This design comes from an exercise in tuning for small area on the open sky130 flow, not from production work.
The RTL was checked by simulation tests, not by an equivalence proof against the original design.
No driver is modelled on the clock port, so clock power and skew are understated where the tree is cut down; a real chip needs a root buffer or a tree.

==> module synth_osc, before the edit <==
module synth_osc (
    input  wire        en,        
    input  wire        kind,      
    input  wire [11:0] period,
    input  wire        u,
    input  wire [10:0] z,
    output wire        next_u,
    output wire [10:0] next_z,
    output wire [16:0] addend
);
    wire [10:0] half = period[11:1];
    wire [11:0] zi   = z + 1'b1;
    wire        eq1  = (zi == {1'b0, half});       
    wire        odd_last = !u && (&z);
    wire        to_last  = u && eq1 && period[0];
    wire        wrap  = odd_last || (u && eq1 && !period[0]);
    wire        at_h  = !u && eq1;
    wire        upper = u && !wrap;                
    assign next_u = (upper && !to_last) || at_h;
    assign next_z = (wrap || at_h) ? 11'd0 : to_last ? 11'h7ff : zi[10:0];
    wire [10:0] y  = z;
    wire [15:0] lo = {5'b11111, ~z};
    reg [11:0] r, a, b, t;
    reg [12:0] cy;
    reg [15:0] f;
    reg        sub;
    integer i, j;
    always @(*) begin
        r = {1'b0, y};
        for (i = 15; i >= 0; i = i - 1) begin
            sub   = !r[11];
            a     = {r[10:0], lo[i]};
            b     = {1'b0, half} ^ {12{sub}};
            cy[0] = sub;
            for (j = 0; j < 12; j = j + 1) begin
                t[j]    = a[j] ^ b[j] ^ cy[j];
                cy[j+1] = (a[j] & b[j]) | (cy[j] & (a[j] ^ b[j]));
            end
            f[i] = !t[11];
            r    = t;
        end
    end
    wire is_tri = en && kind;
    assign addend = {is_tri & at_h,
                     (is_tri ? (f & {16{!wrap}}) : 16'hffff) ^ {16{!(en && upper)}}};
endmodule
clock: 90.0 ns
lec_check: 0
cap_margin: 0
core_margin: 2
core_utilization: 50
gpl_timing_driven: 0
slew_margin: 0
standard.sh (not shown) runs the stock make flow with config.mk's settings and CLKGATE_MAP_FILE= SYNTH_SCRIPT=/design/flow/synth_recipe.tcl, a recipe that flattens the netlist after the stock synthesis.
==> flow/flow/run.sh <==
#!/bin/bash
# The standard layout (standard.sh) with these changes:
#  - synthesis maps the logic for area (flow/synth_area.tcl);
#  - the ports are buffered by the smallest buffer instead of the one
#    buffer_ports picks by default;
#  - the clock tree is a balanced two-level tree of clkbuf_8 cells built by
#    flow/manual_cts.tcl in place of TritonCTS, and after CTS each leaf buffer
#    that can drive its clock pins with a slew of at most 80 ps (estimated)
#    becomes a clkbuf_4 (flow/post_cts.tcl).
# Every step's full log is in orfs/logs/ as ORFS writes it; make's own output
# is in standard_finish.log.
set -euo pipefail
W=$(pwd)
export AREA_ABC_SCRIPT=$W/flow/abc_area.script
export FLOW_SYNTH_TCL=$W/synth_recipe.tcl
export BUFFER_PORTS_ARGS="-buffer_cell sky130_fd_sc_hd__buf_1"
export PRE_CTS_TCL=$W/flow/manual_cts.tcl
export POST_CTS_TCL=$W/flow/post_cts.tcl
sed "s#SYNTH_SCRIPT=[^ ]*#SYNTH_SCRIPT=$W/flow/synth_area.tcl#" standard.sh > standard_area.sh
grep -q "SYNTH_SCRIPT=$W/flow/synth_area.tcl" standard_area.sh
bash standard_area.sh finish > standard_finish.log 2>&1
Other scripts of this flow, unchanged in this note and not shown: flow/flow/abc_area.script, flow/flow/manual_cts.tcl, flow/flow/post_cts.tcl, flow/flow/synth_area.tcl
Next try:
--- a/flow/design.v
+++ b/flow/design.v
@@ -12,11 +12,10 @@
     wire [11:0] zi   = z + 1'b1;
     wire        eq1  = (zi == {1'b0, half});       
-    wire        odd_last = !u && (&z);
-    wire        to_last  = u && eq1 && period[0];
-    wire        wrap  = odd_last || (u && eq1 && !period[0]);
+    wire        eq2  = (z == half);                
+    wire        wrap  = u && (period[0] ? eq2 : eq1);
     wire        at_h  = !u && eq1;
     wire        upper = u && !wrap;                
-    assign next_u = (upper && !to_last) || at_h;
-    assign next_z = (wrap || at_h) ? 11'd0 : to_last ? 11'h7ff : zi[10:0];
+    assign next_u = upper || at_h;
+    assign next_z = (wrap || at_h) ? 11'd0 : zi[10:0];
     wire [10:0] y  = z;
     wire [15:0] lo = {5'b11111, ~z};
Outcome: The new run completed with no timing, DRC or antenna violations. Via count grows by 1.9%. Register-to-register slack improved by 0.57 ns. Maximum frequency came out higher by 0.89%. Hold slack got worse by 0.016 ns. Cell area is higher by 0.68%. Routed wire length climbs by 3.2%.
In every run of this note, the design's own scripts or RTL, not TritonCTS, make the clock network.

-- re-timing with driven ports --
No port has a modelled driver above. Below, the same layouts with a new extraction and two added sets of constraints. Step 1 sets driving cells, clkbuf_16 on the clock port and buf_2 on the other inputs (assumed; they add their load-dependent delay and slew). Step 2 times the ports against the registers' clock, not the clock port: input delays grow and output delays shrink by t, the midpoint of the rising clock arrivals with the driver on. Three values: ideal, step 1, step 2; two values: the first two.
run	t (ns)	setup WS [ns]	worst setup path after step 2	slew at the worst register clock pin (ns)
the first run	0.420	25.549 / 25.549 / 25.549	register to register	0.09 / 0.09
the second run	0.414	26.120 / 26.120 / 26.120	register to register	0.11 / 0.11
After both steps every run listed still meets setup and hold.
